What follows belongs to an exercise in optimizing a design on an open flow for small area and a short achievable clock period; a production flow would make more cautious choices. At most, simulation tests tie the RTL to the original design; equivalence was not proved. No functional check of the RTL was part of runs 5 and 6. No activity file was given, so power comes from the tool's default toggle rates.

==> flow/run.sh <==
#!/bin/bash
# Layout: the standard flow (standard.sh, all steps) with two changes:
#  - the port buffers that global placement inserts are buf_2 cells instead
#    of the buffer the flow picks by default (a clkdlybuf4s50 delay cell);
#  - synthesis leaves adders to ABC (no ADDER_MAP_FILE, so no extract_fa
#    full/half-adder cells), which keeps the ALU's carry network fast.
#    Registers are unchanged: same names and cell types as the standard
#    synthesis.
# make's output, with every tool's output, goes to standard.log here; ORFS
# also keeps each step's log under orfs/logs/.
set -euo pipefail
export BUFFER_PORTS_ARGS="-buffer_cell sky130_fd_sc_hd__buf_2"
export ADDER_MAP_FILE=
bash standard.sh > standard.log 2>&1
==> standard.sh <==
#!/bin/bash
# synth_recipe.tcl (not shown) runs the flow's synth.tcl, then flattens the netlist and writes it again
# the make line also repeats each setting of config.mk as NAME=value (left out here)
make -C /OpenROAD-flow-scripts/flow DESIGN_CONFIG=/design/flow/config.mk WORK_HOME=/design/flow/orfs CLKGATE_MAP_FILE= SYNTH_SCRIPT=/design/flow/synth_recipe.tcl "${@:-finish}"
==> config.mk <==
export PLATFORM = sky130hd
export DESIGN_NAME = p4_core
export DESIGN_NICKNAME = p4_core
export VERILOG_FILES = /design/flow/design.v
export SDC_FILE = /design/flow/constraint.sdc
export NUM_CORES = 4
export LEC_CHECK = 0
export ABC_AREA = 1
export CAP_MARGIN = 20
export CORE_MARGIN = 2
export CORE_UTILIZATION = 45
export CTS_BUF_LIST = sky130_fd_sc_hd__clkbuf_4 sky130_fd_sc_hd__clkbuf_8
export SETUP_SLACK_MARGIN = 3.0
export SLEW_MARGIN = 20
==> constraint.sdc <==
create_clock -name core_clock -period 8.0 [get_ports {clk}]
set_input_delay 1.6000 -clock core_clock [delete_from_list [all_inputs] [get_ports {clk}]]
set_output_delay 1.6000 -clock core_clock [all_outputs]
set_load 0.01 [all_outputs]
==> design.v <==
module p4_core (
    input  wire        clk,
    input  wire        rst,           
    output wire [14:0] imem_addr,
    input  wire [15:0] imem_rdata,
    output wire [15:0] d_addr,
    output wire [15:0] d_wdata,
    output wire        d_we,
    output wire        d_re,
    input  wire [15:0] d_rdata,
    input  wire [15:0] irq,
    output wire        halted
);
    reg [15:0] regs [1:7];
    reg [14:0] pc;
    reg        jp;
    reg [14:0] jt;            
    reg        flag_e, flag_z, flag_c, flag_n, flag_o;
    reg [15:0] imask;
    reg [15:0] ipend;
    reg        se;
    reg [14:0] ra_reg;
    reg        rescan;
    reg        run_illegal;
    reg [15:0] held_irq;
    wire [15:0] w = imem_rdata;
    assign imem_addr = pc;
    wire [1:0] fmt   = w[15:14];
    wire [1:0] c_op  = w[13:12];
    wire [3:0] cond  = w[11:8];
    wire [2:0] rd    = w[13:11];
    wire [2:0] sub   = w[10:8];
    wire [2:0] ra    = w[5:3];
    wire [2:0] rb    = w[2:0];
    wire [4:0] code  = w[10:6];
    wire [7:0] imm8  = w[7:0];
    wire f0 = (fmt == 2'b00);
    wire f1 = (fmt == 2'b01);
    wire f2 = (fmt == 2'b10);
    wire f3 = (fmt == 2'b11);
    wire is_br   = f0 && (c_op == 2'd1);
    wire is_jmp  = f0 && (c_op == 2'd2);
    wire is_jal  = f0 && (c_op == 2'd3);
    wire is_mov  = f1 && (sub == 3'd0);
    wire is_load = f1 && (sub == 3'd2);
    wire is_stor = f1 && (sub == 3'd3);
    wire is_eni  = f1 && (sub == 3'd4);
    wire is_dsi  = f1 && (sub == 3'd5);
    wire is_rti  = f1 && (sub == 3'd6);
    wire is_int  = f1 && (sub == 3'd7);
    wire is_imm  = f3 && (sub[2:1] == 2'b00 || sub[2:1] == 2'b01) && (sub != 3'd1);
    wire is_mvih = f3 && (sub == 3'd2);
    wire is_mvil = f3 && (sub == 3'd3);
    wire is_clc  = f3 && (sub == 3'd4);
    wire is_stc  = f3 && (sub == 3'd5);
    wire is_cmc  = f3 && (sub == 3'd6);
    wire cond_ok = (cond != 4'd0) && (cond <= 4'd11);
    wire alu_ok  = code[4] ? (code[3] == 1'b0)
                           : (code[3] ? (code[2] == 1'b0) : (code[2:1] != 2'b11));
    reg legal;
    always @(*) begin
        case (fmt)
            2'b00:   legal = (c_op == 2'd0) || cond_ok;
            2'b01:   legal = (sub != 3'd1);
            2'b10:   legal = alu_ok;
            default: legal = (sub != 3'd1) && (sub != 3'd7);
        endcase
    end
    wire exec = !run_illegal && legal;
    wire [15:0] a_val = (ra == 3'd0) ? 16'h0000 : regs[ra];
    wire [15:0] b_val = (rb == 3'd0) ? 16'h0000 : regs[rb];
    reg cond_base;
    always @(*) begin
        case (cond[3:1])
            3'd1:    cond_base = flag_z;
            3'd2:    cond_base = flag_c;
            3'd3:    cond_base = flag_n;
            3'd4:    cond_base = flag_o;
            3'd5:    cond_base = ~(flag_n | flag_z);
            default: cond_base = 1'b0;
        endcase
    end
    wire cond_true = cond_base ^ cond[0];
    wire arith  = f2 && (code[4:3] == 2'b00);
    wire logic_op = f2 && (code[4:3] == 2'b01);
    wire use_b  = f2 && (code[3] ? (code[1:0] != 2'b00) : !code[2]);
    wire inv_b  = f2 && (code[3] ? (code[1:0] == 2'b00) : (code[2] ^ code[0]));
    wire cin    = code[2] ? code[0] : (code[1] ? (flag_c ^ code[0]) : code[0]);
    wire [15:0] b_op = (b_val & {16{use_b}}) ^ {16{inv_b}};
    wire [15:0] p    = a_val ^ b_op;
    wire [15:0] g    = a_val & b_op;
    wire [15:0] t    = a_val | b_op;
    wire [16:0] carry;
    p4_carry16 u_carry (.p(p), .g(g), .cin(cin), .carry(carry));
    wire [16:0] sum   = {carry[16], p ^ carry[15:0]};
    wire        add_c = sum[16] ^ inv_b;
    wire        add_o = (a_val[15] == b_op[15]) && (sum[15] != a_val[15]);
    wire [15:0] zbits = {~(p[15:1] ^ t[14:0]), ~(p[0] ^ cin)};
    wire        sum_zero = &zbits;
    reg in_bit;
    always @(*) begin
        case (code[2:1])
            2'd0: in_bit = 1'b0;
            2'd1: in_bit = code[0] ? 1'b0 : a_val[15];
            2'd2: in_bit = code[0] ? a_val[15] : a_val[0];
            default: in_bit = flag_c;
        endcase
    end
    wire        shift_op = f2 && code[4];
    wire        sel_shl  = shift_op && code[0];
    wire        sel_shr  = shift_op && !code[0];
    wire [15:0] shl_r    = {a_val[14:0], in_bit};
    wire [15:0] shr_r    = {in_bit, a_val[15:1]};
    wire        shift_c  = code[0] ? a_val[15] : a_val[0];
    wire        shla_o   = a_val[15] ^ a_val[14];
    wire sel_p = (logic_op && (code[1:0] != 2'b01)) || is_mov;
    wire sel_g1 = logic_op && (code[1:0] != 2'b00) && (code[1:0] != 2'b11);
    wire [15:0] other_r = (p & {16{sel_p}}) | (g & {16{sel_g1}}) |
                          (shl_r & {16{sel_shl}}) | (shr_r & {16{sel_shr}});
    wire [15:0] alu_r   = arith ? sum[15:0] : other_r;
    wire        alu_zero = arith ? sum_zero : (other_r == 16'h0000);
    reg [7:1] reg_is_imask;
    integer ci;
    always @(*)
        for (ci = 1; ci < 8; ci = ci + 1)
            reg_is_imask[ci] = (regs[ci] == 16'hFFFA);
    wire addr_is_imask = (ra != 3'd0) && reg_is_imask[ra];
    assign d_addr  = a_val;
    assign d_wdata = b_val;
    assign d_we    = !run_illegal && is_stor && !addr_is_imask;
    assign d_re    = !run_illegal && is_load && !addr_is_imask;
    wire [15:0] load_val = addr_is_imask ? imask : d_rdata;
    wire        take = (cond_true && (is_br || is_jmp || is_jal)) || is_rti;
    wire [14:0] pc_add = pc + (is_br ? {{7{imm8[7]}}, imm8} : 15'd2);
    wire [14:0] take_target = is_rti ? ra_reg : (is_br ? pc_add : b_val[14:0]);
    wire [14:0] pc_seq = jp ? jt : (pc + 15'd1);
    wire wr_link = is_jal && cond_true;
    wire wr_full = wr_link || is_mov || is_load || f2 || (is_imm && !is_mvih && !is_mvil);
    wire wr_hi   = wr_full || is_mvih;
    wire wr_lo   = wr_full || is_mvil;
    wire [2:0] wr_idx = wr_link ? 3'd7 : rd;
    wire [15:0] imm_val = {is_mvih ? imm8 : {8{imm8[7]}}, imm8};
    wire        sel_sum = arith;
    wire        sel_oth = (f2 && !arith) || is_mov;
    wire [15:0] wr_val =
        ({16{wr_link}} & {1'b0, pc_add}) |
        ({16{sel_sum}} & sum[15:0]) |
        ({16{sel_oth}} & other_r) |
        ({16{is_load}} & load_val) |
        ({16{is_imm}}  & imm_val);
    wire z_n = f2 ? alu_zero : flag_z;
    wire n_n = f2 ? alu_r[15] : flag_n;
    wire c_n = f2 ? (code[4] ? shift_c : (code[3] ? flag_c : add_c)) :
               is_clc ? 1'b0 : is_stc ? 1'b1 : is_cmc ? ~flag_c : flag_c;
    wire o_n = f2 ? (code[4] ? ((code[2:0] == 3'd3) ? shla_o : flag_o)
                             : (code[3] ? flag_o : add_o)) : flag_o;
    wire e_exec = is_eni ? 1'b1 : is_dsi ? 1'b0 : is_rti ? se : flag_e;
    wire        stor_imask  = is_stor && addr_is_imask;
    wire [15:0] imask_exec  = stor_imask ? b_val : imask;
    wire [15:0] raises      = irq | held_irq;
    wire        rescan_exec = rescan || is_eni;      
    wire [15:0] rescan_hits = ipend & imask_exec;
    wire        rescan_hit  = rescan_exec && (rescan_hits != 16'h0000);
    wire [15:0] raise_ok    = e_exec ? (raises & (imask_exec | 16'h8000)) : 16'h0000;
    wire        raise_hit   = (raise_ok != 16'h0000);
    wire [15:0] cand        = rescan_hit ? rescan_hits : raise_ok;
    wire [15:0] pick = cand & (~cand + 16'd1);
    wire [3:0]  pick_idx;
    assign pick_idx[0] = |(pick & 16'hAAAA);
    assign pick_idx[1] = |(pick & 16'hCCCC);
    assign pick_idx[2] = |(pick & 16'hF0F0);
    assign pick_idx[3] = |(pick & 16'hFF00);
    wire        svc        = is_int || rescan_hit || raise_hit;
    wire [14:0] svc_vector = {7'h7F, is_int ? imm8 : {pick_idx, 4'h0}};
    wire [15:0] svc_clear  = (!is_int && rescan_hit) ? pick : 16'h0000;
    wire [15:0] svc_taken  = (!is_int && !rescan_hit) ? pick : 16'h0000;
    wire [15:0] wr_val_r = wr_val & {16{~rst}};
    integer i;
    always @(posedge clk) begin
        for (i = 1; i < 8; i = i + 1) begin
            if (rst || (exec && wr_hi && wr_idx == i))
                regs[i][15:8] <= wr_val_r[15:8];
            if (rst || (exec && wr_lo && wr_idx == i))
                regs[i][7:0] <= wr_val_r[7:0];
        end
    end
    always @(posedge clk) begin
        jt <= take_target;
        if (rst) begin
            pc          <= 15'd0;
            jp          <= 1'b0;
            flag_e      <= 1'b0;
            flag_z      <= 1'b0;
            flag_c      <= 1'b0;
            flag_n      <= 1'b0;
            flag_o      <= 1'b0;
            imask       <= 16'h0000;
            ipend       <= 16'h0000;
            se          <= 1'b0;
            ra_reg      <= 15'd0;
            rescan      <= 1'b0;
            run_illegal <= 1'b0;
            held_irq    <= 16'h0000;
        end else if (!run_illegal && !legal) begin
            run_illegal <= 1'b1;
        end else if (exec) begin
            flag_z <= z_n;
            flag_c <= c_n;
            flag_n <= n_n;
            flag_o <= o_n;
            imask  <= imask_exec;
            if (take) begin
                jp       <= 1'b1;
                pc       <= pc_seq;
                flag_e   <= e_exec;
                rescan   <= rescan || is_rti;
                held_irq <= raises;
            end else begin
                jp       <= 1'b0;
                held_irq <= 16'h0000;
                rescan   <= is_int && rescan;
                ipend    <= (ipend & ~svc_clear) | (raises & ~svc_taken);
                if (svc) begin
                    se     <= e_exec;
                    flag_e <= 1'b0;
                    ra_reg <= pc_seq;
                    pc     <= svc_vector;
                end else begin
                    flag_e <= e_exec;
                    pc     <= pc_seq;
                end
            end
        end
    end
    assign halted = run_illegal;
endmodule
module p4_carry16 (
    input  wire [15:0] p,
    input  wire [15:0] g,
    input  wire        cin,
    output wire [16:0] carry
);
    wire [15:0] kg [0:4];
    wire [15:0] kp [0:4];
    assign kg[0] = {g[15:1], g[0] | (p[0] & cin)};
    assign kp[0] = p;
    genvar lv, bt;
    generate
        for (lv = 0; lv < 4; lv = lv + 1) begin : ks_level
            for (bt = 0; bt < 16; bt = bt + 1) begin : ks_bit
                if (bt >= (1 << lv)) begin : ks_node
                    assign kg[lv+1][bt] = kg[lv][bt] | (kp[lv][bt] & kg[lv][bt-(1<<lv)]);
                    assign kp[lv+1][bt] = kp[lv][bt] & kp[lv][bt-(1<<lv)];
                end else begin : ks_pass
                    assign kg[lv+1][bt] = kg[lv][bt];
                    assign kp[lv+1][bt] = kp[lv][bt];
                end
            end
        end
    endgenerate
    assign carry = {kg[4], cin};
endmodule
==> results of run 1 <==
[how the worst min path moves through the flow]
| stage | startpoint | to | slack (ps) | cells after the start |
|---|---|---|---|---|
| floorplan | ra_reg[4]$_SDFFE_PP0P_ | ra_reg[4]$_SDFFE_PP0P_ | 420 | 2 |
| global placement | ra_reg[5]$_SDFFE_PP0P_ | ra_reg[5]$_SDFFE_PP0P_ | 430 | 2 |
| detailed placement | ra_reg[5]$_SDFFE_PP0P_ | ra_reg[5]$_SDFFE_PP0P_ | 440 | 2 |
| CTS | ra_reg[5]$_SDFFE_PP0P_ | ra_reg[5]$_SDFFE_PP0P_ | 440 | 2 |
| global route | ra_reg[5]$_SDFFE_PP0P_ | ra_reg[5]$_SDFFE_PP0P_ | 460 | 2 |
| finish | ra_reg[5]$_SDFFE_PP0P_ | ra_reg[5]$_SDFFE_PP0P_ | 440 | 2 |
[synthesized netlist by cell type, types with 16 or more instances]
| master | n |
|---|---|
| nand2_1 | 410 |
| inv_1 | 321 |
| nor2_1 | 203 |
| nand3_1 | 158 |
| o21ai_0 | 144 |
| a21oi_1 | 128 |
| edfxtp_1 | 112 |
| dfxtp_1 | 102 |
| o22ai_1 | 91 |
| clkbuf_1 | 48 |
| nor3_1 | 45 |
| a221oi_1 | 40 |
| nand4_1 | 37 |
| xor2_1 | 32 |
| nor4_1 | 26 |
| inv_2 | 19 |
| buf_2 | 16 |
[layer usage]
metal / track usage / vias up / part of all wire
li1: - / 7485 / -
met1: 0.5075 / 7814 / 0.41
met2: 0.5671 / 933 / 0.44
met3: 0.06362 / 166 / 0.10
met4: 0.1397 / 0 / 0.042
met5: 0 / - / 0
[metrics by stage]
step	area, um^2	setup slack [ps]
final	17180	2954
after global routing	17170	2903
after CTS	16660	2874
after detailed placement	15500	1487
after global placement	15500	1512
after floorplan	14680	3481
[area by class of cell]
cell class / count / area [um^2] / area share
diodes: 1 / 2.502 / 0.0001457
clock buffers: 62 / 784.5 / 0.04568
clock inverters: 11 / 91.34 / 0.005318
inverters: 346 / 1356 / 0.07897
multi-input cells: 1473 / 7993 / 0.4654
flip-flops and latches: 214 / 5405 / 0.3147
well taps: 442 / 553.0 / 0.03220
repair buffers: 156 / 982.2 / 0.05719
repair inverters: 1 / 7.507 / 0.0004371
[logic make-up (layout without fill, tap and decap cells)]
logic type	Yosys count	after routing	share of synthesized area
compound gates	496	497	0.2069
buf+inv	429	576	0.1173
flops	214	214	0.3682
simple gates	939	941	0.2867
other cells	0	1	0
xor+xnor	35	35	0.02088
[critical path, cell delays in order]
cell and delay (ps):
buf_2 310, inv_6 140, nand3_4 250, o22ai_1 110, nor3_1 350, nand2_1 110
nand2_1 180, inv_1 180, nand2_1 120, xor2_1 300, nor2_1 150, inv_1 130
nand2_1 160, o21ai_0 580, nor2_1 130, o21ai_0 190, inv_1 130, a21oi_4 280
[timing repair]
item                       in CTS  in global routing
hold buffers                    0                  0
gates cloned                    1                  3
setup endpoints to repair     158                192
gates resized for setup        46                 78
setup buffers                  11                 20
pin swaps                       3                 11
hold endpoints to repair        0                  0
[report_power, final]
group	total, W	internal, W	switching (W)
clock network	0.00116	0.000660	0.000505
logic	0.000856	0.000238	0.000618
registers	0.00134	0.00126	0.0000762
==> summary.md, run 1 <==
| Metric | Value |
|---|---|
| Max-Cap Viols | `0` |
| Layout cell share with drive strength beyond 1 | `0.1723` |
| Reg2reg start | `regs[7][10]$_DFFE_PP_` |
| Worst setup endpoint | `regs[2][13]$_DFFE_PP_` |
| Starting DRT DRC Count | `a little over 2000` |
| CP Class | `in2reg` |
| DRC Markers | `0` |
| Cell Pwr Density | `195.5 nW/um^2` |
| Register-to-Register Path Depth | `25` |
| Critical path startpoint | `imem_rdata[0]` |
| Yosys Warn Count | `19` |
| Global Route Usage Sum | `0.3655` |
| Root Buffer | `clkbuf_8` |
| FP Rows | `between 60 and 70` |
| Largest net degree at the start of global routing | `69` |
| Fin. Hold Viols | `0` |
| Final Non-Filler Cells | `between 2000 and 3000` |
| Clock Sinks | `214` |
| Total wire length | `roughly 63 mm` |
| H-Tree Depth | `2` |
| Detailed Routing Iterations Pass 1 | `8` |
| Seq cells post-synth | `around 210` |
| Initial core utilization | `0.4535` |
| Via count | `between 15000 and 20000` |
| Area growth syn-to-layout | `16.99%` |
| Relative slew slack | `0.2524` |
| Synth unique cells | `61` |
| Avg Vias per Cell | `around 6.1` |
| First-pass GRT wire length | `~93 mm` |
| R2r setup slk | `approximately 3800 ps` |
| End-of-flow core utilization | `0.5306` |
| Worst slew pin tran | `1107 ps` |
| Peak supply drop | `around 0.15 mV` |
| Commonest non-fill, non-tap cell in the layout | `nand2_1` |
| Total I/O pin count | `100` |
| Fin Setup TNS | `0 ps` |
| Crit path max fanout | `15` |
| Worst hold margin | `441.9 ps` |
| HPWL after DPL | `48.18 mm` |
| DIE WIDTH | `184.6 um` |
| Max Clk Rate | `approximately 200 MHz` |
| Vias in the first global route | `about 15000` |
| Post-synth EDFFs | `about 110` |
| Final setup fails | `0` |
| CP Data Arrival Time | `~5400 ps` |
| Max Root-Sink Buffers | `3` |
| Worst Skew | `between 30 and 40 ps` |
| Top_reg_cell synth | `edfxtp_1` |
| Grt total ovfl | `0` |
| Syn nets | `about 2200` |
| RSZ-0062 raised after global routing | `yes` |
| Synth Instances | `roughly 2100` |
| Die H | `~180 um` |
| Max Slew Vio Count | `0` |
| Cell area after synthesis | `around 15000 um^2` |
| Core Box Area | `32370 um^2` |
| Status | `timing/DRC/antenna clean` |
| Avg Inst Size Synth | `6.948 um^2` |
| Tcrit/Tclk final | `0.6308` |
| Sequential area share after synthesis | `0.3682` |
| Required time worst endpoint | `roughly 8400 ps` |
| Avg WL per Cell | `around 23 um` |
| Port buffer count | `99` |
| Minimum clock period | `5046 ps` |
| Most frequent cells in the layout | `398 x nand2_1, 310 x inv_1, 198 x nor2_1` |
| Die area | `34080 um^2` |
| Routed Antenna Nets | `0` |
| Pwr Total | `between 0.003 and 0.004 W` |
| CTS tree | `done` |
| Reg-to-reg critical path endpoint | `pc[7]$_SDFFE_PP0P_` |
| Filler cells | `around 3300` |
| Static Leak | `~7.6 nW` |
| Placed insts | `2596` |
| Worst skew pair latency | `approximately 600 ps` |
| Max reg flops | `between 100 and 150` |
| Top cells by area, synth | `edfxtp_1 23%, dfxtp_1 14%, nand2_1 10%, inv_1 8.2%, nand3_1 5.4%` |
| Yosys top cell area share | `0.2291` |
| FFs w/ async S/R, synth | `0` |
| CP startpoint kind | `input port` |
| Initial antenna violation count | `0` |
| Num CTS Buffers | `40` |
| Nets | `between 2000 and 2500` |
| Setup crit end kind | `register` |
| Hold WC Path Type | `reg2reg` |
| Worst-path clk slew | `about 60 ps` |
| Reg with most FFs | `regs` |
| RD Place Congestion | `1.031` |
| Post-synth top area cell | `edfxtp_1` |
==> inputs of run 2 (changes only) <==
==> config.mk (replaced) <==
export PLATFORM = sky130hd
export DESIGN_NAME = p4_core
export DESIGN_NICKNAME = p4_core
export VERILOG_FILES = /design/flow/design.v
export SDC_FILE = /design/flow/constraint.sdc
export NUM_CORES = 4
export LEC_CHECK = 0
export CAP_MARGIN = 20
export CORE_MARGIN = 2
export CORE_UTILIZATION = 65
export CTS_BUF_LIST = sky130_fd_sc_hd__clkbuf_4 sky130_fd_sc_hd__clkbuf_8
export SETUP_SLACK_MARGIN = 2.5
export SLEW_MARGIN = 20
==> summary.md, run 2 <==
| Metric | Value |
|---|---|
| Sequential area share after synthesis | `0.3619` |
| End-of-flow core utilization | `0.7504` |
| Vias in the first global route | `about 14000` |
| Area growth syn-to-layout | `13.39%` |
| FFs w/ async S/R, synth | `0` |
| Nets | `1898` |
| Total wire length | `roughly 60 mm` |
| Commonest non-fill, non-tap cell in the layout | `nand2_1` |
| H-Tree Depth | `2` |
| Via count | `between 15000 and 20000` |
| Max Clk Rate | `around 180 MHz` |
| Post-synth top area cell | `edfxtp_1` |
| Cell Pwr Density | `190.0 nW/um^2` |
| DRC Markers | `0` |
| Flop pwr share | `0.425` |
| Fin Setup TNS | `0 ps` |
| Crit path max fanout | `12` |
| Max reg flops | `between 100 and 150` |
| Core Box Area | `roughly 23000 um^2` |
| Peak supply drop | `between 0.2 and 0.25 mV` |
| CTS Hold Bufs | `0` |
| Cell area after synthesis | `around 15000 um^2` |
| Slowest stage delay, CP | `610 ps` |
| Hold WC Path Type | `reg2reg` |
| Syn nets | `between 1500 and 2000` |
| Synth unique cells | `approximately 90` |
| ANT cells | `0` |
| Max-Cap Viols | `0` |
| Post-synthesis adder-cell area fraction | `0.005529` |
| Worst-path clk slew | `60 ps` |
| DIE WIDTH | `roughly 160 um` |
| Pwr Total | `0.003218 W` |
| Worst hold margin | `461.6 ps` |
| Startpoint of the worst hold path | `ra_reg[7]$_SDFFE_PP0P_` |
| Root Buffer | `clkbuf_8` |
| RSZ-0062 raised after global routing | `yes` |
| Worst skew pair latency | `between 500 and 600 ps` |
| Commonest cells in the netlist | `235 x nand2_1, 193 x nor2_1, 136 x a21oi_1` |
| CTS tree | `done` |
| Worst Skew | `between 15 and 20 ps` |
| Required time worst endpoint | `8250 ps` |
| Largest net degree at the start of global routing | `a little under 70` |
| Most frequent cells in the layout | `234 x nand2_1, 186 x nor2_1, 130 x a21oi_1` |
| CP Class | `in2reg` |
| Layout cell share with drive strength beyond 1 | `0.1852` |
| Synth Instances | `1773` |
| Routed Antenna Nets | `0` |
| First-pass GRT wire length | `87.37 mm` |
| Post-synth EDFFs | `between 100 and 150` |
| Worst slew pin tran | `1272 ps` |
| Top-count cell post-synth | `nand2_1` |
| Total I/O pin count | `100` |
| Die H | `approximately 160 um` |
| Yosys top cell area share | `0.2252` |
| Global Route Usage Sum | `0.4790` |
| Num CTS Buffers | `36` |
| Internal Power | `0.002068 W` |
| Placed Area | `between 15000 and 20000 um^2` |
| Top cells by area, synth | `edfxtp_1 23%, dfxtp_1 14%, mux2i_1 8.0%, nand2_1 5.9%, nor2_1 4.9%` |
| Tcrit/Tclk final | `0.6879` |
| Initial core utilization | `0.6618` |
| Post-Synth Simple-Gate Area | `0.2058` |
| Max Slew Vio Count | `0` |
| Detailed Routing Iterations Pass 1 | `6` |
| Static Leak | `between 6 and 7 nW` |
| Top_reg_cell synth | `edfxtp_1` |
| XOR/XNOR Fraction of Synth Area | `0.04976` |
| Yosys Warn Count | `19` |
| Fin. Hold Viols | `0` |
| Switching power of the nets | `0.001150 W` |
| Critical-path top delay cell | `or4b_4` |
| Critical path startpoint | `imem_rdata[14]` |
| Minimum clock period | `around 5500 ps` |
| Compound-Gate Fraction of Synth Area | `0.2149` |
| Seq cells post-synth | `around 210` |
| Final setup fails | `0` |
| CP Data Arrival Time | `around 5800 ps` |
| Clk pwr share | `0.310` |
| Largest family of logic cells by synthesized area | `compound AO/OA/AOI/OAI gates` |
| Starting DRT DRC Count | `2387` |
| Avg WL per Cell | `27.59 um` |
| Max Root-Sink Buffers | `3` |
| Avg Vias per Cell | `7.260` |
| HPWL after DPL | `about 43 mm` |
| RD Place Congestion | `about 1.1` |
| Setup crit end kind | `register` |
| Status | `timing/DRC/antenna clean` |
| Reg with most FFs | `regs` |
| Switching share of power | `0.3573` |
| Initial antenna violation count | `1` |
| FP Rows | `55` |
| CP Cell Sequence | `clkbuf_4 -> or4b_4 -> o21ai_4 -> o21ai_2 -> and2_4 -> maj3_2 -> a211oi_4 -> o211ai_2 -> maj3_2 -> nor4_4 -> or4b_4 -> or3_1 -> o21ai_2 -> xor2_2 -> a221oi_2 -> nor2_4` |
| Reg2reg start | `regs[1][2]$_DFFE_PP_` |
| Clock Sinks | `about 210` |
| Port buffer count | `just under 100` |
| Comb power frac | `0.265` |
| Post-route cell area | `between 15000 and 20000 um^2` |
| Die area | `~24000 um^2` |
| Grt total ovfl | `0` |
| CP startpoint kind | `input port` |
| Relative slew slack | `0.1521` |
| Avg Inst Size Synth | `roughly 8.4 um^2` |
| Mux contribution to synthesized area | `0.1158` |
-- run 2: final cells by class --
class                      count  area, um^2
timing repair buffer         156        1045
clock buffer                  46       583.1
multi-input combinational   1403        9281
fill                        1694        5634
sequential                   214        5405
tap                          285       356.6
inverter                      37       138.9
clock inverter                18       127.6
-- run 2: through the flow --
stage / setup WS (ps) / std cells
floorplan: 2453 / 1773
global placement: 1182 / 2079
detailed placement: 1040 / 2080
CTS: 2501 / 2147
global route: 2429 / 2159
finish: 2497 / 2159
-- run 2: critical path, delay by kind of cell --
| family | cells | cell delay [ps] |
|---|---|---|
| compound gates | 6 | 1150 |
| xor+xnor | 1 | 130 |
| buf+inv | 1 | 190 |
| simple gates | 6 | 1940 |
| fa+ha+maj | 2 | 720 |
-- run 2: logic make-up (layout without fill, tap and decap cells) --
kind of cell,Yosys count,after routing
simple gates,663,663
mux,159,159
buf+inv,156,257
flops,214,214
xor+xnor,84,84
compound gates,489,489
fa+ha+maj,8,8
-- run 2: final timing paths --
check | depth (start not counted) | slack [ps] | to
min | 2 | 460 | jt[7]$_DFF_P_
min reg2reg | 2 | 460 | jt[7]$_DFF_P_
max | 16 | 2500 | regs[6][14]$_DFFE_PP_
max reg2reg | 17 | 3130 | pc[5]$_SDFFE_PP0P_
-- run 2: metal layers --
layer	wire (um)	track usage	vias up
met4	4253	0.2809	2
met5	13	0	-
li1	-	-	6703
met1	21510	0.6372	7235
met2	24030	0.6675	1413
met3	9762	0.1767	321
-- run 2: power by group through the flow --
stage	registers, W	logic, W	clock network [W]
global placement	0.00138	0.000753	0
global route	0.00137	0.000891	0.00104
CTS	0.00136	0.000789	0.000991
floorplan	0.00132	0.000525	0
finish	0.00137	0.000853	0.000998
detailed placement	0.00138	0.000768	0
-- run 2: timing repair --
item	4_1_cts	5_1_grt
setup endpoints to repair	127	75
buffers inserted	3	11
pin swaps	3	14
gates resized for setup	60	49
==> inputs of run 3 (changes only) <==
==> config.mk (replaced) <==
export PLATFORM = sky130hd
export DESIGN_NAME = p4_core
export DESIGN_NICKNAME = p4_core
export VERILOG_FILES = /design/flow/design.v
export SDC_FILE = /design/flow/constraint.sdc
export NUM_CORES = 4
export LEC_CHECK = 0
export ABC_AREA = 1
export CAP_MARGIN = 20
export CORE_MARGIN = 2
export CORE_UTILIZATION = 55
export CTS_BUF_LIST = sky130_fd_sc_hd__clkbuf_4
export SETUP_SLACK_MARGIN = 3.0
export SLEW_MARGIN = 20
==> summary.md, run 3 <==
| Metric | Value |
|---|---|
| Clock Sinks | `between 200 and 250` |
| Minimum clock period | `5010 ps` |
| CP bufs+invs | `5` |
| Relative slew slack | `0.1862` |
| Worst-path clk slew | `~80 ps` |
| HPWL after DPL | `about 46 mm` |
| Avg Inst Size Synth | `roughly 6.9 um^2` |
| Num CTS Buffers | `57` |
| Sequential area share after synthesis | `0.3682` |
| Routed Antenna Nets | `0` |
| Fin Setup TNS | `0 ps` |
| Commonest non-fill, non-tap cell in the layout | `nand2_1` |
| Die area | `around 28000 um^2` |
| Initial core utilization | `0.5618` |
| Core Box Area | `between 20000 and 30000 um^2` |
| Top_reg_cell synth | `edfxtp_1` |
| Seq cells post-synth | `roughly 210` |
| Worst Skew | `between 70 and 80 ps` |
| R2r setup slk | `roughly 3800 ps` |
| Critical-path top delay cell | `clkbuf_4` |
| Post-synth EDFFs | `between 100 and 150` |
| Total I/O pin count | `100` |
| Cell area after synthesis | `around 15000 um^2` |
| First-pass GRT wire length | `between 90 and 100 mm` |
| Fin. Hold Viols | `0` |
| Crit path max fanout | `10` |
| Pwr Total | `~0.0032 W` |
| Worst setup endpoint | `d_addr[15]` |
| End-of-flow core utilization | `0.6363` |
| Via count | `16819` |
| Reg2reg start | `regs[2][13]$_DFFE_PP_` |
| CP Class | `in2out` |
| Setup crit end kind | `output pin` |
| RSZ-0062 raised after global routing | `yes` |
| Worst slew pin tran | `1213 ps` |
| FFs w/ async S/R, synth | `0` |
| DIE WIDTH | `roughly 170 um` |
| Vias in the first global route | `15501` |
| Max Clk Rate | `199.6 MHz` |
| Global Route Usage Sum | `0.4187` |
| Yosys Warn Count | `19` |
| Post-synth top area cell | `edfxtp_1` |
| Max-Cap Viols | `0` |
| Total wire length | `just over 60 mm` |
| Yosys top cell area share | `0.2291` |
| Root Buffer | `clkbuf_4` |
| Starting DRT DRC Count | `~2900` |
| Detailed Routing Iterations Pass 1 | `19` |
| Largest net degree at the start of global routing | `just under 70` |
| Avg Vias per Cell | `6.456` |
| Critical path depth | `11` |
| Synth unique cells | `61` |
| Synth Instances | `around 2100` |
| Final setup fails | `0` |
| Top-count cell post-synth | `nand2_1` |
| Cell Pwr Density | `around 190 nW/um^2` |
| Top cells by area, synth | `edfxtp_1 23%, dfxtp_1 14%, nand2_1 10%, inv_1 8.2%, nand3_1 5.4%` |
| Grt total ovfl | `0` |
| Peak supply drop | `0.1200 mV` |
| Max Slew Vio Count | `0` |
| Register-to-Register Path Depth | `25` |
| Most frequent cells in the layout | `399 x nand2_1, 316 x inv_1, 199 x nor2_1` |
| Reg-to-reg critical path endpoint | `pc[6]$_SDFFE_PP0P_` |
| Max reg flops | `about 110` |
| Avg WL per Cell | `23.21 um` |
| CTS Hold Bufs | `0` |
| Die H | `between 150 and 200 um` |
| CTS tree | `done` |
| Critical path startpoint | `imem_rdata[4]` |
| Required time worst endpoint | `~6400 ps` |
| Slowest stage delay, CP | `approximately 260 ps` |
| Area growth syn-to-layout | `13.27%` |
| Layout cell share with drive strength beyond 1 | `0.1606` |
| Crit path max-delay family | `buffers and inverters` |
| Nets | `roughly 2300` |
| CP Cell Sequence | `clkbuf_4 -> clkinv_8 -> nor2_2 -> nand2_2 -> buf_4 -> o22ai_1 -> nor3_1 -> nand2_1 -> nand3_2 -> inv_2 -> buf_2` |
| Initial antenna violation count | `3` |
| Worst skew pair latency | `760 ps` |
| DRC Markers | `0` |
| FP Rows | `59` |
| CP Data Arrival Time | `about 3400 ps` |
| CP startpoint kind | `input port` |
| Static Leak | `about 7.4 nW` |
| Syn nets | `2163` |
| Status | `timing/DRC/antenna clean` |
| Reg with most FFs | `regs` |
| Hold WC Path Type | `reg2reg` |
| H-Tree Depth | `2` |
| Tcrit/Tclk final | `0.6262` |
| Max Root-Sink Buffers | `3` |
| Port buffer count | `between 90 and 100` |
| Commonest cells in the netlist | `410 x nand2_1, 321 x inv_1, 203 x nor2_1` |
| RD Place Congestion | `1.063` |
## run 3: changes by cell type after synthesis, sizes merged, moves of 31 or more
cell   before  now
nand2     235  423
xnor2      62    3
nand3      40  173
o22ai      14   92
mux2       31    0
o21ai     119  153
mux2i     120    0
inv        35  342
## run 3: worst min path at each step
stage,from,cells past startpoint,end
floorplan,ra_reg[4]$_SDFFE_PP0P_,2,ra_reg[4]$_SDFFE_PP0P_
global placement,ra_reg[4]$_SDFFE_PP0P_,2,ra_reg[4]$_SDFFE_PP0P_
detailed placement,ra_reg[4]$_SDFFE_PP0P_,2,ra_reg[4]$_SDFFE_PP0P_
CTS,ra_reg[2]$_SDFFE_PP0P_,2,jt[2]$_DFF_P_
global route,ra_reg[0]$_SDFFE_PP0P_,2,jt[0]$_DFF_P_
finish,ra_reg[0]$_SDFFE_PP0P_,2,jt[0]$_DFF_P_
## run 3: report_power, final
part	leakage, nW	switching, W	internal [W]	total [W]
clock	0.439	0.000500	0.000518	0.00102
combinational	4.98	0.000610	0.000227	0.000837
sequential	1.99	0.0000749	0.00126	0.00134
total	7.42	0.00119	0.00201	0.00319
## run 3: timing repair
item	CTS	global route
gates cloned	2	0
hold endpoints to repair	0	0
setup buffers	3	16
resized for setup	41	51
pin swaps	2	8
endpoints found under the setup margin	117	116
## run 3: layout make-up
class                   instances  area [um^2]
repair buffers                133        793.3
diodes                          3        7.507
multi-input cells            1472         7934
clock inverters                24        153.9
clock buffers                  78        585.6
fillers                      2402         9504
well taps                     335        419.2
flip-flops and latches        214         5405
inverters                     346         1330
## run 3: worst min-delay path, cell delays in order (launching register included)
cell and delay, ps:
dfxtp_1 310, nor2_1 100, a31oi_1 40
## run 3: per-layer routing
metal  vias up  track usage  part of all wire
li1       7496            -                 -
met1      7700       0.5707              0.38
met2      1364       0.6206              0.42
met3       259       0.1090              0.14
met4         0       0.2023             0.055
met5         -            0                 0
## run 3: logic make-up (layout without fill, tap and decap cells)
family                 count (synthesis)  count (layout)  synth area share
flip-flops                           214             214            0.3682
AO/OA/AOI/OAI                        496             496            0.2069
other                                  0               3                 0
AND/OR/NAND/NOR                      939             941            0.2867
buffers and inverters                429             581            0.1173
XOR/XNOR                              35              35           0.02088
## run 3: stage by stage
step / setup WS [ps] / area, um^2 / hold slack, ps / cells
floorplan: 3481 / 14680 / 421.6 / 2113
global placement: 1459 / 15280 / 432.5 / 2478
detailed placement: 1374 / 15290 / 440.5 / 2478
CTS: 2918 / 16250 / 447.6 / 2585
global route: 2931 / 16620 / 476.4 / 2603
finish: 2990 / 16630 / 450.6 / 2605
==> inputs of run 4 (changes only) <==
==> flow/run.sh (replaced) <==
#!/bin/bash
# Layout: the standard flow (standard.sh, all steps) with these changes:
#  - the port buffers that global placement inserts are buf_2 cells instead
#    of the buffer the flow picks by default (a clkdlybuf4s50 delay cell);
#  - synthesis leaves adders to ABC (no ADDER_MAP_FILE, so no extract_fa
#    full/half-adder cells), which keeps the ALU's carry network fast.
#    Registers are unchanged: same names and cell types as the standard
#    synthesis;
#  - clock tree synthesis builds the tree from clkbuf_4 cells only and
#    inserts no dummy loads (the standard arguments otherwise).
# make's output, with every tool's output, goes to standard.log here; ORFS
# also keeps each step's log under orfs/logs/.
set -euo pipefail
export BUFFER_PORTS_ARGS="-buffer_cell sky130_fd_sc_hd__buf_2"
export ADDER_MAP_FILE=
export CTS_ARGS="-sink_clustering_enable -repair_clock_nets -buf_list sky130_fd_sc_hd__clkbuf_4 -dont_use_dummy_load"
bash standard.sh > standard.log 2>&1
==> summary.md, run 4 <==
| Metric | Value |
|---|---|
| Clk pwr share | `0.256` |
| Worst Skew | `~120 ps` |
| Internal Power | `approximately 0.0018 W` |
| Most frequent cells in the layout | `400 x nand2_1, 316 x inv_1, 198 x nor2_1` |
| Tcrit/Tclk final | `0.6322` |
| Area occupied by multi-input gates | `about 7900 um^2` |
| Flop pwr share | `0.457` |
| Slowest stage delay, CP | `between 500 and 600 ps` |
| H-Tree Depth | `2` |
| Final setup fails | `0` |
| Crit path max-delay family | `simple AND/OR/NAND/NOR gates` |
| Yosys Warn Count | `19` |
| Avg WL per Cell | `between 20 and 25 um` |
| Crit path max fanout | `13` |
| Post-synth EDFFs | `112` |
| Worst-path clk slew | `about 70 ps` |
| Seq cells post-synth | `~210` |
| Static Leak | `7.254 nW` |
| Die H | `between 150 and 200 um` |
| Core Box Area | `approximately 26000 um^2` |
| Post-Synth Simple-Gate Area | `0.2867` |
| Required time worst endpoint | `8360 ps` |
| Post-synthesis adder-cell area fraction | `0` |
| Via count | `between 15000 and 20000` |
| Minimum clock period | `between 5000 and 6000 ps` |
| Die area | `28010 um^2` |
| Switching power of the nets | `roughly 0.0011 W` |
| Hold WC Path Type | `reg2reg` |
| Total I/O pin count | `100` |
| Nets | `2276` |
| CP Class | `in2reg` |
| First-pass GRT wire length | `~90 mm` |
| Reg with most FFs | `regs` |
| Post-synth top area cell | `edfxtp_1` |
| Starting DRT DRC Count | `2995` |
| Seq. cell area | `~5400 um^2` |
| FP Rows | `59` |
| Port buffer count | `99` |
| Sequential area share after synthesis | `0.3682` |
| Root Buffer | `clkbuf_4` |
| Yosys top cell area share | `0.2291` |
| Mux contribution to synthesized area | `0` |
| Total wire length | `around 61 mm` |
| Top_reg_cell synth | `edfxtp_1` |
| Largest family of logic cells by synthesized area | `simple AND/OR/NAND/NOR gates` |
| Synth unique cells | `between 60 and 70` |
| DIE WIDTH | `around 170 um` |
| Top cells by area, synth | `edfxtp_1 23%, dfxtp_1 14%, nand2_1 10%, inv_1 8.2%, nand3_1 5.4%` |
| Fin Setup TNS | `0 ps` |
| HPWL after DPL | `approximately 46 mm` |
| Max Clk Rate | `between 150 and 200 MHz` |
| Worst slew pin tran | `1186 ps` |
| Layout cell share with drive strength beyond 1 | `0.1529` |
| Synth Instances | `~2100` |
| Max Root-Sink Buffers | `3` |
| CP Data Arrival Time | `5420 ps` |
| CTS tree | `done` |
| DRC Markers | `0` |
| Avg Vias per Cell | `approximately 6.5` |
| XOR/XNOR Fraction of Synth Area | `0.02088` |
| Detailed Routing Iterations Pass 1 | `19` |
| Commonest non-fill, non-tap cell in the layout | `nand2_1` |
| Top-count cell post-synth | `nand2_1` |
| CP Cell Sequence | `clkbuf_4 -> inv_4 -> nand3_2 -> inv_4 -> a22oi_1 -> nand3_1 -> nand3_2 -> inv_1 -> nand2_1 -> xor2_2 -> or2_2 -> nand2_1 -> nor2_1 -> a21oi_1 -> nand2_1 -> nand3_1 -> nand2_1 -> nand2_1 -> nand3_1 -> a21oi_2` |
| Max Slew Vio Count | `0` |
| Worst skew pair latency | `approximately 730 ps` |
| Max reg flops | `between 100 and 150` |
| Global Route Usage Sum | `0.4179` |
| Vias in the first global route | `roughly 15000` |
| Comb power frac | `0.287` |
| Post-route worst setup slack | `approximately 2900 ps` |
| Compound-Gate Fraction of Synth Area | `0.2069` |
| Routed Antenna Nets | `0` |
| Clock Sinks | `between 200 and 250` |
| Fin. Hold Viols | `0` |
| Avg Inst Size Synth | `about 6.9 um^2` |
| Initial antenna violation count | `4` |
| Peak supply drop | `0.1120 mV` |
| Filler cells | `between 2000 and 2500` |
| CP bufs+invs | `4` |
| Area growth syn-to-layout | `11.49%` |
| FFs w/ async S/R, synth | `0` |
| Cell Pwr Density | `roughly 180 nW/um^2` |
| Num CTS Buffers | `between 50 and 60` |
| Initial core utilization | `0.5618` |
| Setup crit end kind | `register` |
| Commonest cells in the netlist | `410 x nand2_1, 321 x inv_1, 203 x nor2_1` |
| CP startpoint kind | `input port` |
| Cell area after synthesis | `approximately 15000 um^2` |
| Grt total ovfl | `0` |
| Critical-path top delay cell | `a21oi_2` |
| RSZ-0062 raised after global routing | `yes` |
| Pre-CTS setup slack | `around 1400 ps` |
| Syn nets | `2163` |
| Crit path top cell by count | `nand2_1` |
| Relative slew slack | `0.2043` |
| Status | `timing/DRC/antenna clean` |
| Switching share of power | `0.3813` |
| Largest net degree at the start of global routing | `69` |
| RD Place Congestion | `1.063` |
| Max-Cap Viols | `0` |
==> run 4: path summary, 6_finish.rpt <==
check                               from                     end  slack, ps  cells past startpoint
setup / recovery           imem_rdata[0]   regs[1][11]$_DFFE_PP_       2940                     20
hold / removal    ra_reg[4]$_SDFFE_PP0P_  ra_reg[4]$_SDFFE_PP0P_        450                      2
setup reg to reg   regs[2][13]$_DFFE_PP_      pc[6]$_SDFFE_PP0P_       3700                     25
hold reg to reg   ra_reg[4]$_SDFFE_PP0P_  ra_reg[4]$_SDFFE_PP0P_        450                      2
==> run 4: routing by layer <==
metal | global-route usage | wire length [um] | up-vias
li1 | - | - | 7452
met2 | 0.6242 | 25440 | 1383
met3 | 0.1033 | 8538 | 262
met5 | 0 | 44 | -
met1 | 0.5737 | 23370 | 7670
met4 | 0.1902 | 3245 | 2
==> run 4: cells by family after synthesis <==
group           count (synthesis)
simple gates                  939
xor+xnor                       35
compound gates                496
buf+inv                       429
flops                         214
==> run 4: power by group through the flow <==
stage | registers [W] | logic, W | clock network [W]
2_1_floorplan | 0.00133 | 0.000481 | 0
3_3_place_gp | 0.00135 | 0.000748 | 0
3_5_place_dp | 0.00135 | 0.000753 | 0
4_1_cts | 0.00133 | 0.000770 | 0.000745
5_1_grt | 0.00134 | 0.000884 | 0.000792
6_report | 0.00134 | 0.000839 | 0.000748
==> run 4: metrics by stage <==
stage | power [W] | hold slack, ps | instances | utilization | area (um^2)
floorplan | 0.001810 | 421.6 | 2113 | - | 14680
global placement | 0.002102 | 432.5 | 2478 | 0.5848 | 15280
detailed placement | 0.002106 | 440.5 | 2478 | 0.5849 | 15290
CTS | 0.002846 | 449.0 | 2540 | 0.6101 | 15940
global route | 0.003019 | 485.8 | 2562 | 0.6261 | 16360
finish | 0.002924 | 449.8 | 2564 | 0.6263 | 16370
==> run 4: cell type report <==
cell class	instances	area share
multi-input cells	1472	0.4857
flip-flops and latches	214	0.3303
inverters	346	0.08142
repair buffers	135	0.05015
clock buffers	57	0.02614
well taps	335	0.02561
diodes	5	0.0007645
==> run 4: repair_timing <==
| item | 4_1_cts | 5_1_grt |
|---|---|---|
| pin swaps | 2 | 9 |
| setup endpoints to repair | 120 | 113 |
| gates resized for setup | 42 | 55 |
| gates cloned | 2 | 0 |
| buffers inserted | 3 | 18 |
| hold buffers | 0 | 0 |
==> run 4: worst reg2reg max path: cells and delay by family, from the launching register on <==
kind,cells,cell delay [ps]
buffers and inverters,4,710
AOI/OAI and AO/OA,1,150
and+or+nand+nor,20,2920
DFF,1,410
==> inputs of run 5 (changes only) <==
--- a/design.v
+++ b/design.v
@@ -90,8 +90,25 @@
     wire [15:0] p    = a_val ^ b_op;
     wire [15:0] g    = a_val & b_op;
     wire [15:0] t    = a_val | b_op;
-    wire [16:0] carry;
-    p4_carry16 u_carry (.p(p), .g(g), .cin(cin), .carry(carry));
+    wire [15:0] kg [0:4];
+    wire [15:0] kp [0:4];
+    assign kg[0] = {g[15:1], g[0] | (p[0] & cin)};
+    assign kp[0] = p;
+    genvar lv, bt;
+    generate
+        for (lv = 0; lv < 4; lv = lv + 1) begin : ks_level
+            for (bt = 0; bt < 16; bt = bt + 1) begin : ks_bit
+                if (bt >= (1 << lv)) begin : ks_node
+                    assign kg[lv+1][bt] = kg[lv][bt] | (kp[lv][bt] & kg[lv][bt-(1<<lv)]);
+                    assign kp[lv+1][bt] = kp[lv][bt] & kp[lv][bt-(1<<lv)];
+                end else begin : ks_pass
+                    assign kg[lv+1][bt] = kg[lv][bt];
+                    assign kp[lv+1][bt] = kp[lv][bt];
+                end
+            end
+        end
+    endgenerate
+    wire [16:0] carry = {kg[4], cin};
     wire [16:0] sum   = {carry[16], p ^ carry[15:0]};
     wire        add_c = sum[16] ^ inv_b;
     wire        add_o = (a_val[15] == b_op[15]) && (sum[15] != a_val[15]);
@@ -234,29 +251,3 @@
     end
     assign halted = run_illegal;
 endmodule
-module p4_carry16 (
-    input  wire [15:0] p,
-    input  wire [15:0] g,
-    input  wire        cin,
-    output wire [16:0] carry
-);
-    wire [15:0] kg [0:4];
-    wire [15:0] kp [0:4];
-    assign kg[0] = {g[15:1], g[0] | (p[0] & cin)};
-    assign kp[0] = p;
-    genvar lv, bt;
-    generate
-        for (lv = 0; lv < 4; lv = lv + 1) begin : ks_level
-            for (bt = 0; bt < 16; bt = bt + 1) begin : ks_bit
-                if (bt >= (1 << lv)) begin : ks_node
-                    assign kg[lv+1][bt] = kg[lv][bt] | (kp[lv][bt] & kg[lv][bt-(1<<lv)]);
-                    assign kp[lv+1][bt] = kp[lv][bt] & kp[lv][bt-(1<<lv)];
-                end else begin : ks_pass
-                    assign kg[lv+1][bt] = kg[lv][bt];
-                    assign kp[lv+1][bt] = kp[lv][bt];
-                end
-            end
-        end
-    endgenerate
-    assign carry = {kg[4], cin};
-endmodule
==> run.sh (new file) <==
#!/bin/bash
# synth_recipe.tcl (not shown) runs the flow's synth.tcl, then flattens the netlist and writes it again
# the make line also repeats each setting of config.mk as NAME=value (left out here)
make -C /OpenROAD-flow-scripts/flow DESIGN_CONFIG=/design/flow/config.mk WORK_HOME=/design/flow/orfs CLKGATE_MAP_FILE= SYNTH_SCRIPT=/design/flow/synth_recipe.tcl finish
==> config.mk (replaced) <==
export PLATFORM = sky130hd
export DESIGN_NAME = p4_core
export DESIGN_NICKNAME = p4_core
export VERILOG_FILES = /design/flow/design.v
export SDC_FILE = /design/flow/constraint.sdc
export NUM_CORES = 4
export LEC_CHECK = 0
export CAP_MARGIN = 20
export CORE_MARGIN = 2
export CORE_UTILIZATION = 40
export SLEW_MARGIN = 20
removed: flow/run.sh
removed: standard.sh
==> summary.md, run 5 <==
| Metric | Value |
|---|---|
| Status | `timing/DRC/antenna clean` |
| Syn nets | `approximately 1900` |
| Global Route Usage Sum | `0.3139` |
| Setup crit end kind | `register` |
| Max Clk Rate | `145.3 MHz` |
| Minimum clock period | `a little under 7000 ps` |
| Layout cell share with drive strength beyond 1 | `0.09951` |
| HPWL after DPL | `47.20 mm` |
| Worst hold endpoint | `held_irq[0]$_SDFFE_PP0P_` |
| Total wire length | `between 60 and 70 mm` |
| Routed wl met2 | `26.83 mm` |
| Avg Inst Size Synth | `between 8 and 9 um^2` |
| Crit path max-delay family | `compound AO/OA/AOI/OAI gates` |
| Static Leak | `between 6 and 7 nW` |
| Core Box Area | `~38000 um^2` |
| Initial antenna violation count | `0` |
| Resize count post-CTS | `0` |
| Commonest non-fill, non-tap cell in the layout | `nor2_1` |
| Synth unique cells | `slightly above 90` |
| Commonest cells in the netlist | `191 x nor2_1, 180 x nand2_1, 119 x a21oi_1` |
| Tcrit/Tclk final | `0.8604` |
| Relative slew slack | `0.2309` |
| H-Tree Depth | `1` |
| Vias in the first global route | `14008` |
| Starting DRT DRC Count | `~2300` |
| Clock Sinks | `214` |
| DIE WIDTH | `199.7 um` |
| Reg with most FFs | `regs` |
| Top_reg_cell synth | `edfxtp_1` |
| Largest net degree at the start of global routing | `between 40 and 50` |
| Worst Skew | `around 24 ps` |
| DRC Markers | `0` |
| Worst slew pin tran | `between 1000 and 1500 ps` |
| Most frequent cells in the layout | `190 x nor2_1, 180 x nand2_1, 119 x a21oi_1` |
| Reg-to-reg critical path endpoint | `regs[5][15]$_DFFE_PP_` |
| R2r setup slk | `around 2800 ps` |
| Reg2reg start | `regs[1][2]$_DFFE_PP_` |
| Seq. cell area | `roughly 5400 um^2` |
| Max Slew Vio Count | `0` |
| CTS tree | `done` |
| Via count | `between 15000 and 20000` |
| Placed insts | `~2300` |
| Top-count cell post-synth | `nor2_1` |
| Post-CTS Repair Setup Buffers | `0` |
| Yosys Warn Count | `18` |
| Met3 Routed Length | `slightly above 7 mm` |
| FFs w/ async S/R, synth | `0` |
| CTS Hold Bufs | `0` |
| Fin Setup TNS | `0 ps` |
| Max reg flops | `approximately 110` |
| Max Root-Sink Buffers | `3` |
| CP Data Arrival Time | `between 7000 and 8000 ps` |
| CP Class | `in2reg` |
| Wire length on met1 | `roughly 26 mm` |
| Seq cells post-synth | `about 210` |
| Cell Pwr Density | `approximately 190 nW/um^2` |
| End-of-flow core utilization | `0.4708` |
| Required time worst endpoint | `approximately 8300 ps` |
| RSZ-0062 raised after global routing | `no` |
| Detailed Routing Iterations Pass 1 | `8` |
| FP Rows | `between 70 and 80` |
| Yosys top cell area share | `0.2195` |
| Synth Instances | `1768` |
| Total I/O pin count | `100` |
| Fin. Hold Viols | `0` |
| Port buffer count | `99` |
| Hold Path Stages | `2` |
| Crit path top cell by count | `a21oi_1` |
| Filler cells | `3663` |
| CP startpoint kind | `input port` |
| Grt total ovfl | `0` |
| Die H | `199.7 um` |
| Routed Antenna Nets | `0` |
| Worst-path clk slew | `~60 ps` |
| Die area | `39890 um^2` |
| Startpoint of the worst hold path | `held_irq[0]$_SDFFE_PP0P_` |
| Hold WC Path Type | `reg2reg` |
| CP Cell Sequence | `clkdlybuf4s50_1 -> nand2_1 -> or3_1 -> nor4_1 -> xnor2_1 -> fa_1 -> fa_1 -> a21o_1 -> a21oi_1 -> o21bai_1 -> a21oi_1 -> o21bai_1 -> a21oi_1 -> o311a_1 -> a21oi_1 -> a21oi_1 -> xnor2_1 -> a2bb2oi_1 -> a21oi_1` |
| Post-synth EDFFs | `112` |
| Avg Vias per Cell | `6.432` |
| Nets | `about 1900` |
| Top cells by area, synth | `edfxtp_1 22%, dfxtp_1 13%, nor2_1 4.7%, mux2i_1 4.6%, nand2_1 4.4%` |
| Slowest stage delay, CP | `roughly 780 ps` |
| Avg WL per Cell | `around 27 um` |
| CP bufs+invs | `1` |
| Worst skew pair latency | `570 ps` |
| Worst hold margin | `between 400 and 500 ps` |
| Area occupied by multi-input gates | `just over 9000 um^2` |
| Cell area after synthesis | `~15000 um^2` |
| Critical-path top delay cell | `clkdlybuf4s50_1` |
| Register-to-Register Path Depth | `18` |
| Initial core utilization | `0.4069` |
| Crit path max fanout | `15` |
| Top layer in use | `met4` |
| Peak supply drop | `0.1544 mV` |
| Final Non-Filler Cells | `between 2000 and 2500` |
| Root Buffer | `clkbuf_16` |
| Post-synth top area cell | `edfxtp_1` |
| Max-Cap Viols | `0` |
| Num CTS Buffers | `26` |
| First-pass GRT wire length | `roughly 90 mm` |
| Sequential area share after synthesis | `0.3527` |
| RD Place Congestion | `just over 1` |
| Area growth syn-to-layout | `15.71%` |
| Final setup fails | `0` |
| Pwr Total | `between 0.003 and 0.004 W` |
## run 5: cell count changes after synthesis, moves of 51 or more
| cell | before | now |
|---|---|---|
| o22ai_1 | 91 | 2 |
| nand3_1 | 158 | 42 |
| mux2i_1 | 0 | 71 |
| o21ai_0 | 144 | 79 |
| inv_1 | 321 | 59 |
| nand2_1 | 410 | 180 |
| ha_1 | 0 | 51 |
## run 5: cells by family (layout without fill, tap and decap cells)
group	count (synthesis)	count (layout)	synth area share
other	0	1	0
muxes	119	119	0.08434
AOI/OAI and AO/OA	500	500	0.2320
xor gates and xnor gates	72	72	0.04115
buffers and inverters	181	262	0.04858
DFF	214	214	0.3527
and+or+nand+nor	628	628	0.1957
adders and majority gates	54	54	0.04556
## run 5: layout make-up
type | count | area share
clock inverters | 7 | 0.005222
clock buffers | 35 | 0.04036
well taps | 511 | 0.03606
repair buffers | 161 | 0.08171
diodes | 1 | 0.0001411
inverters | 59 | 0.01249
flip-flops and latches | 214 | 0.3048
multi-input cells | 1373 | 0.5192
## run 5: worst max-delay path by stage
| stage | start | endpoint | slack [ps] | cells after the start |
|---|---|---|---|---|
| after detailed placement | imem_rdata[15] | regs[2][14]$_DFFE_PP_ | 730 | 19 |
| after global placement | imem_rdata[3] | regs[6][12]$_DFFE_PP_ | 870 | 22 |
| after global routing | imem_rdata[15] | regs[1][12]$_DFFE_PP_ | 820 | 19 |
| after CTS | imem_rdata[15] | regs[6][14]$_DFFE_PP_ | 1260 | 19 |
| final | imem_rdata[15] | regs[6][14]$_DFFE_PP_ | 1120 | 19 |
| after floorplan | imem_rdata[4] | regs[1][12]$_DFFE_PP_ | 1760 | 23 |
## run 5: power by group
group	internal, W	switching [W]
clock	0.000685	0.000484
sequential	0.00125	0.000101
combinational	0.000331	0.000539
total	0.00227	0.00112
## run 5: metal layers
layer / vias up / GRT usage
li1: 6759 / -
met4: 0 / 0.1418
met3: 162 / 0.06754
met2: 936 / 0.4698
met5: - / 0
met1: 7329 / 0.4342
## run 5: stage by stage
stage | setup slack (ps) | instance area, um^2
6_report | 1117 | 17730
5_1_grt | 816.5 | 17730
4_1_cts | 1256 | 17720
3_5_place_dp | 734.0 | 16910
3_3_place_gp | 865.4 | 16910
2_1_floorplan | 1757 | 15320
## run 5: worst reg2reg max path: cells and delay by family, from the launching register on
family / cells / cell delay (ps)
buffers and inverters: 1 / 70
AOI/OAI and AO/OA: 10 / 2920
DFF: 1 / 500
adders and majority gates: 1 / 380
and+or+nand+nor: 3 / 330
muxes: 1 / 330
xor gates and xnor gates: 2 / 390
==> inputs of run 6 (changes only) <==
--- a/config.mk
+++ b/config.mk
@@ -8,4 +8,5 @@
 export CAP_MARGIN = 20
 export CORE_MARGIN = 2
 export CORE_UTILIZATION = 40
+export SETUP_SLACK_MARGIN = 2.0
 export SLEW_MARGIN = 20
==> summary.md, run 6 <==
| Metric | Value |
|---|---|
| Minimum clock period | `5989 ps` |
| Layout cell share with drive strength beyond 1 | `0.1357` |
| Num CTS Buffers | `26` |
| Initial core utilization | `0.4069` |
| Avg Inst Size Synth | `8.668 um^2` |
| Routed Antenna Nets | `0` |
| Switching share of power | `0.3329` |
| Detailed Routing Iterations Pass 1 | `9` |
| Nets | `1950` |
| Max Clk Rate | `167.0 MHz` |
| CP Cell Sequence | `buf_4 -> buf_6 -> nor3b_1 -> a22oi_1 -> a21oi_1 -> buf_4 -> clkdlybuf4s50_1` |
| Fin. Hold Viols | `0` |
| R2r setup slk | `about 3000 ps` |
| Hold Path Stages | `2` |
| Initial antenna violation count | `2` |
| Comb power frac | `0.257` |
| Syn nets | `~1900` |
| Most frequent cells in the layout | `189 x nor2_1, 179 x nand2_1, 112 x edfxtp_1` |
| Total I/O pin count | `100` |
| Register-to-Register Path Depth | `13` |
| Internal Power | `0.002351 W` |
| DRC Markers | `0` |
| Die H | `~200 um` |
| Worst slew pin tran | `approximately 1100 ps` |
| HPWL after DPL | `47.98 mm` |
| Avg WL per Cell | `27.23 um` |
| Hold WC Path Type | `reg2reg` |
| Commonest cells in the netlist | `191 x nor2_1, 180 x nand2_1, 119 x a21oi_1` |
| Avg Vias per Cell | `~6.5` |
| Cell area after synthesis | `15320 um^2` |
| Yosys Warn Count | `18` |
| Peak supply drop | `0.1549 mV` |
| Max-Cap Viols | `0` |
| Final setup fails | `0` |
| Largest net degree at the start of global routing | `51` |
| Starting DRT DRC Count | `roughly 2300` |
| First-pass GRT wire length | `94.53 mm` |
| Critical-path top delay cell | `nor3b_1` |
| Die area | `between 30000 and 40000 um^2` |
| Sequential area share after synthesis | `0.3527` |
| RD Place Congestion | `~1.0` |
| Max reg flops | `~110` |
| Worst Skew | `roughly 30 ps` |
| Root Buffer | `clkbuf_16` |
| Tcrit/Tclk final | `0.7486` |
| Worst skew pair latency | `580 ps` |
| Area growth syn-to-layout | `18.48%` |
| Core Box Area | `between 30000 and 40000 um^2` |
| Top cells by area, synth | `edfxtp_1 22%, dfxtp_1 13%, nor2_1 4.7%, mux2i_1 4.6%, nand2_1 4.4%` |
| Switching power of the nets | `0.001174 W` |
| Global Route Usage Sum | `0.3220` |
| DIE WIDTH | `approximately 200 um` |
| Post-route cell area | `between 15000 and 20000 um^2` |
| CP startpoint kind | `input port` |
| Relative slew slack | `0.2662` |
| Yosys top cell area share | `0.2195` |
| Total wire length | `~65 mm` |
| Status | `timing/DRC/antenna clean` |
| Grt total ovfl | `0` |
| Vias in the first global route | `approximately 14000` |
| Cell Pwr Density | `about 190 nW/um^2` |
| Reg-to-reg critical path endpoint | `pc[4]$_SDFFE_PP0P_` |
| Fin Setup TNS | `0 ps` |
| Crit path max fanout | `24` |
| Placed Area | `16970 um^2` |
| CP Class | `in2out` |
| Top-count cell post-synth | `nor2_1` |
| Synth unique cells | `91` |
| CTS tree | `done` |
| FFs w/ async S/R, synth | `0` |
| Commonest non-fill, non-tap cell in the layout | `nor2_1` |
| CP Data Arrival Time | `4390 ps` |
| Post-synth EDFFs | `112` |
| FP Rows | `71` |
| Post-synth top area cell | `edfxtp_1` |
| Max Root-Sink Buffers | `3` |
| Flop pwr share | `0.383` |
| Reg2reg start | `regs[2][0]$_DFFE_PP_` |
| Slowest stage delay, CP | `650 ps` |
| Port buffer count | `99` |
| Clk pwr share | `0.360` |
| Worst-path clk slew | `about 50 ps` |
| H-Tree Depth | `1` |
| Crit path top cell by count | `buf_4` |
| Synth Instances | `between 1500 and 2000` |
| Startpoint of the worst hold path | `held_irq[12]$_SDFFE_PP0P_` |
| Max Slew Vio Count | `0` |
| Reg with most FFs | `regs` |
| Worst hold endpoint | `held_irq[12]$_SDFFE_PP0P_` |
| Static Leak | `6.761 nW` |
| Via count | `approximately 15000` |
| RSZ-0062 raised after global routing | `no` |
| Clock Sinks | `214` |
| Seq cells post-synth | `about 210` |
| Top_reg_cell synth | `edfxtp_1` |
| Setup crit end kind | `output pin` |
| Required time worst endpoint | `around 6400 ps` |
[run 6: cell counts after synthesis]
No cell type changed its count.
[run 6: stage by stage]
stage | instances | hold slack (ps) | setup WS [ps] | util | power, W
finish | 2380 | 458.5 | 2011 | 0.4821 | 0.003525
global route | 2376 | 486.0 | 2004 | 0.4818 | 0.003651
CTS | 2371 | 465.0 | 1984 | 0.4769 | 0.003502
detailed placement | 2322 | 449.4 | 692.3 | 0.4506 | 0.002229
global placement | 2322 | 440.5 | 870.7 | 0.4506 | 0.002229
floorplan | 1768 | 424.8 | 2017 | - | 0.001841
[run 6: cell type report]
class	instances	area [um^2]
well taps	511	639.4
clock buffers	35	745.7
clock inverters	12	171.4
flip-flops and latches	214	5405
diodes	4	10.01
fillers	3656	19510
inverters	59	225.2
multi-input cells	1373	9444
repair buffers	172	1516
[run 6: cell families after synthesis]
family,count (synthesis),synth area share
xor gates and xnor gates,72,0.04115
muxes,119,0.08434
adders and majority gates,54,0.04556
and+or+nand+nor,628,0.1957
AOI/OAI and AO/OA,500,0.2320
DFF,214,0.3527
buffers and inverters,181,0.04858
[run 6: per-layer routing]
layer,vias up,global-route usage,wire [um]
met4,2,0.1460,3535
met1,7401,0.4484,26740
met3,191,0.06435,7046
met2,1041,0.4819,27440
li1,6774,-,-
met5,-,0,50
[run 6: power groups by stage]
stage / sequential, W / clock [W] / combinational [W]
after floorplan: 0.00133 / 0 / 0.000513
after global placement: 0.00137 / 0 / 0.000860
after detailed placement: 0.00137 / 0 / 0.000861
after CTS: 0.00135 / 0.00129 / 0.000871
after global routing: 0.00136 / 0.00133 / 0.000960
final: 0.00135 / 0.00127 / 0.000904
[run 6: how the worst max path moves through the flow]
stage	start	endpoint	slack (ps)	cells after the start
after global placement	imem_rdata[3]	regs[2][14]$_DFFE_PP_	870	22
after detailed placement	imem_rdata[3]	regs[3][14]$_DFFE_PP_	690	22
after global routing	imem_rdata[9]	regs[7][15]$_DFFE_PP_	2000	22
after CTS	imem_rdata[9]	regs[3][14]$_DFFE_PP_	1980	22
after floorplan	imem_rdata[3]	flag_c$_SDFFE_PP0P_	2020	23
final	imem_rdata[1]	d_wdata[13]	2010	7
[run 6: timing repair]
item,CTS,global route
gates cloned,0,0
endpoints found under the setup margin,145,121
resized for setup,29,49
pin swaps,2,7
buffers inserted,2,5
hold buffers,0,0
[run 6: worst max-delay path, delay by kind of cell]
| family | cells | cell delay (ps) |
|---|---|---|
| buffers and inverters | 4 | 1460 |
| AO/OA/AOI/OAI | 2 | 660 |
| AND/OR/NAND/NOR | 1 | 650 |

port drivers added, routing unchanged:
In the flow no input, the clock included, has a driving cell. The finished layouts below were timed again as built, in two steps.
Step 1 sets driving cells, clkbuf_16 on the clock port and buf_2 on the other inputs (assumed; they add their load-dependent delay and slew).
Step 2 moves the port delays by t, midway between the first and last clock arrival at a register: inputs arrive t later, outputs are due t later. That takes back most of the time a late clock gives input paths.
Three values: ideal ports, drivers, drivers and shift; two values: the first two.
| run | t (ns) | setup WS [ns] | hold slack, ns | pins driven straight from the clock port |
|---|---|---|---|---|
| run 1 | 0.633 | 2.954 / 2.954 / 2.355 | 0.442 / 0.442 / 0.442 | 1 |
| run 2 | 0.591 | 2.497 / 2.519 / 1.929 | 0.462 / 0.462 / 0.462 | 1 |
| run 3 | 0.774 | 2.990 / 2.927 / 2.296 | 0.451 / 0.451 / 0.451 | 1 |
| run 4 | 0.728 | 2.942 / 2.908 / 2.217 | 0.450 / 0.450 / 0.450 | 1 |
| run 5 | 0.607 | 1.117 / 1.145 / 0.538 | 0.455 / 0.455 / 0.455 | 1 |
| run 6 | 0.619 | 2.011 / 1.989 / 1.550 | 0.459 / 0.459 / 0.459 | 1 |
After both steps setup and hold are still met in every run listed. The setup slack of run 4, which loses most, moves by -0.034 ns with the drivers and by -0.725 ns with both steps.
